What follows belongs to an exercise in optimizing a design on an open flow for small area, a short achievable clock period and few clock cycles per item; a production flow would make more cautious choices. RTL that was checked went through simulation tests only; none was proved equivalent to the original. Power is estimated from default activity; no workload was simulated.

Design envelope_generator, start of the top module:
module envelope_generator (
    input  wire        clk,
    input  wire        rst,           
    input  wire        cmd_valid,
    output wire        cmd_ready,
    input  wire [1:0]  cmd_op,        
    input  wire [4:0]  cmd_voice,     
    input  wire [3:0]  cmd_ar,        
    input  wire [3:0]  cmd_d1r,       
    input  wire [3:0]  cmd_d2r,       
    input  wire [3:0]  cmd_rr,        
    input  wire [3:0]  cmd_dl,        
    input  wire [3:0]  cmd_krs,       
    input  wire [3:0]  cmd_oct,       
    input  wire        cmd_oct_lsb,   
    output reg         rsp_valid,
    output reg  [9:0]  rsp_level,     
    output reg         rsp_stop       
);
    localparam NV  = 28;
    localparam NCB = 2;               
    localparam [1:0] OP_TICK   = 2'd0;
    localparam [1:0] OP_RECALC = 2'd1;
    localparam [1:0] OP_KEYON  = 2'd2;
    localparam [1:0] OP_KEYOFF = 2'd3;
    localparam [1:0] ATTACK  = 2'd0;
    localparam [1:0] DECAY1  = 2'd1;
    localparam [1:0] DECAY2  = 2'd2;
    localparam [1:0] RELEASE = 2'd3;
    localparam [26:0] EG_CEIL = 27'd67043328;    
    localparam W = 54;
    function automatic [4:0] inc28(input [4:0] x);
        inc28 = (x == 5'd27) ? 5'd0 : x + 5'd1;
    endfunction
    function automatic [4:0] dist28(input [4:0] a, input [4:0] b);
        reg [5:0] d;
        begin
            d = {1'b0, b} - {1'b0, a};
            dist28 = d[5] ? d[4:0] + 5'd28 : d[4:0];
        end
    endfunction
    reg [4:0] vc;           
    reg [4:0] sweep;        
    wire      sweeping = (sweep != 5'd0);
    always @(posedge clk) begin
        if (rst) begin
            vc    <= 5'd25;       
            sweep <= 5'd28;
        end else begin
            vc <= inc28(vc);
            if (sweeping) sweep <= sweep - 5'd1;
        end
    end
    wire [3:0] oct_m1 = cmd_oct - 4'd1;
  ...
For scale: ~3200 cells after synthesis, ~1700 flip-flops, roughly 52 I/O pins, ~45000 sq um of cells after synthesis.
export LEC_CHECK = 0
export CAP_MARGIN = 20
export CORE_MARGIN = 2
export CORE_UTILIZATION = 65
export CTS_CLUSTER_DIAMETER = 100
export CTS_CLUSTER_SIZE = 26
export SLEW_MARGIN = 20
export SYNTH_MEMORY_MAX_BITS = 65536
create_clock -name core_clock -period 15.0 [get_ports {clk}]
standard.sh (not shown) runs the stock make flow with config.mk's settings and CLKGATE_MAP_FILE= SYNTH_SCRIPT=/design/flow/synth_recipe.tcl, a recipe that flattens the netlist after the stock synthesis.
==> flow/flow/run.sh <==
#!/bin/bash
# The standard layout (the standard.sh, unchanged synthesis), except that the
# buffers placed on the ports are sky130_fd_sc_hd__buf_2 cells instead of the
# buffer the placer picks by default (a slow delay buffer).
set -euo pipefail
export BUFFER_PORTS_ARGS="-buffer_cell sky130_fd_sc_hd__buf_2"
bash standard.sh > standard_flow.log 2>&1
The first run completed with no timing, DRC or antenna violations.
Testbench counts at the start, summed over its fixed seeds: cycles 46,656, cmds 45,850.
Change:
--- a/flow/design.v
+++ b/flow/design.v
@@ -189,34 +189,42 @@
     always @(posedge clk) begin
         if (rst) begin
             vc    <= 5'd25;       
             sweep <= 5'd28;
         end else begin
             vc <= inc28(vc);
             if (sweeping) sweep <= sweep - 5'd1;
         end
     end
-    wire [3:0] oct_m1 = cmd_oct - 4'd1;
-    wire [5:0] ks     = {{2{oct_m1[3]}}, oct_m1} + {2'b0, cmd_krs};       
-    wire [5:0] krv_in = (cmd_krs == 4'd15) ? 6'd16 : {ks[4:0], cmd_oct_lsb} + 6'd16;
-    localparam CW = 33;
+    localparam CW = 36;
     wire [CW-1:0] cmd_in = {cmd_op, cmd_voice, cmd_ar, cmd_d1r, cmd_d2r, cmd_rr,
-                            krv_in, cmd_dl};
+                            cmd_dl, cmd_krs, cmd_oct, cmd_oct_lsb};
     reg          ir_v;
     reg [CW-1:0] ir;
     reg          rdy;                 
     reg          rdy_o;               
     assign cmd_ready = rdy_o;
     wire xfer = cmd_valid && rdy_o;
-    wire [1:0]  ir_op    = ir[32:31];
-    wire [4:0]  ir_voice = ir[30:26];
-    wire [25:0] ir_rates = ir[25:0];      
-    wire        ir_tick  = (ir_op == OP_TICK);
+    wire [1:0] ir_op    = ir[35:34];
+    wire [4:0] ir_voice = ir[33:29];
+    wire [3:0] ir_ar    = ir[28:25];
+    wire [3:0] ir_d1r   = ir[24:21];
+    wire [3:0] ir_d2r   = ir[20:17];
+    wire [3:0] ir_rr    = ir[16:13];
+    wire [3:0] ir_dl    = ir[12:9];
+    wire [3:0] ir_krs   = ir[8:5];
+    wire [3:0] ir_oct   = ir[4:1];
+    wire       ir_lsb   = ir[0];
+    wire       ir_tick  = (ir_op == OP_TICK);
+    wire [3:0] oct_m1  = ir_oct - 4'd1;
+    wire [5:0] ks      = {{2{oct_m1[3]}}, oct_m1} + {2'b0, ir_krs};       
+    wire [5:0] ir_krv  = (ir_krs == 4'd15) ? 6'd16 : {ks[4:0], ir_lsb} + 6'd16;
+    wire [25:0] ir_rates = {ir_ar, ir_d1r, ir_d2r, ir_rr, ir_krv, ir_dl};
     reg [4:0] h_nv, t_nv;
     reg [4:0] h_cnt, t_cnt;           
     reg [4:0] h_end, t_end;           
     reg  h_on, t_on;                  
     wire proc = h_on && (h_nv == vc);      
     wire [4:0] tl_cnt = t_on ? t_cnt : h_cnt;
     wire [4:0] tl_end = t_on ? t_end : h_end;
     wire can_extend = (tl_cnt != 5'd0) && (tl_cnt != 5'd28) && (tl_end == ir_voice);
     wire tick_ok = can_extend || !t_on;
@@ -386,24 +394,31 @@
                 cb_v[i] <= 1'b0;                         
         end
     end
     reg [W-1:0] p0, p1, p2, p3, p4;
     reg [W-1:0] sh [5:27];
     reg         t1, t2, t3, t4;
     reg [5:0]   idx2;
     reg [26:0]  step3;
     reg         c4;                  
-    wire        new_rates = a_any && a_hr;
-    wire        zero_vol  = sweeping || (a_any && a_env[0]);
-    wire        to_rel    = a_any && a_env[1];
-    wire [W-1:0] eff = {to_rel ? RELEASE : zero_vol ? ATTACK : p0[53:52],
-                        zero_vol ? 26'd0 : p0[51:26],
-                        new_rates ? a_rates : sweeping ? 26'd0 : p0[25:0]};
+    localparam [W-1:0] RESET_REC = {ATTACK, 26'd0, 26'd0};
+    reg [W-1:0] eff;
+    always @(*) begin
+        eff = sweeping ? RESET_REC : p0;
+        if (a_any) begin
+            if (a_hr) eff[25:0] = a_rates;
+            if (a_env[0]) begin
+                eff[53:52] = ATTACK;
+                eff[51:26] = 26'd0;
+            end
+            if (a_env[1]) eff[53:52] = RELEASE;
+        end
+    end
     wire [1:0] st1 = p1[53:52];
     wire [3:0] code1 = (st1 == ATTACK) ? p1[25:22] :
                        (st1 == DECAY1) ? p1[21:18] :
                        (st1 == DECAY2) ? p1[17:14] : p1[13:10];
     wire [5:0] krv1 = p1[9:4];
     wire [6:0] sum1 = {1'b0, code1, 2'b00} + {1'b0, krv1};    
     wire [5:0] idx1 = (code1 == 4'd0)  ? 6'd0  :
                       (code1 == 4'd15) ? 6'd63 :
                       (sum1 < 7'd16)   ? 6'd0  :
The changed run ran to the end with no violations.
Setup slack is better by 0.0058 ns.
Final area hardly moves.
Wire length goes up by a few percent.
Die area stays flat.
Total power goes up slightly.
Cell count goes down slightly.
Clock power barely changes.
Global-route usage goes up by 1.2 points.
Via count stays flat.
Clock skew hardly moves.
Worst hold slack is better by 0.0032 ns.
Critical path depth goes down by 9.
Fmax hardly moves.
For the second run of this note, only the layout was checked, not whether the RTL still works.

[re-timing with driven ports]
No port has a modelled driver above. Below, the same layouts with a new extraction and two added sets of constraints.
Step 1 (the two cells are an assumption about what drives the block):
set clk [get_ports {clk}]
set_driving_cell -lib_cell sky130_fd_sc_hd__clkbuf_16 $clk
set_driving_cell -lib_cell sky130_fd_sc_hd__buf_2 [delete_from_list [all_inputs] $clk]
Step 2 moves the port delays by t, midway between the first and last clock arrival at a register: inputs arrive t later, outputs are due t later. That takes back most of the time a late clock gives input paths.
a / b / c = ideal / step 1 / step 2; a / b = the first two.
| run | t (ns) | setup WS [ns] | slew at the worst register clock pin (ns) |
|---|---|---|---|
| the first run | 0.714 | 10.763 / 10.748 / 10.091 | 0.11 / 0.11 |
| the second run | 0.708 | 10.769 / 10.705 / 10.672 | 0.11 / 0.11 |
After both steps setup and hold are still met in every run listed. For the first run, which loses most, drivers alone change the setup slack by -0.015 ns; drivers and shift together by -0.672 ns.
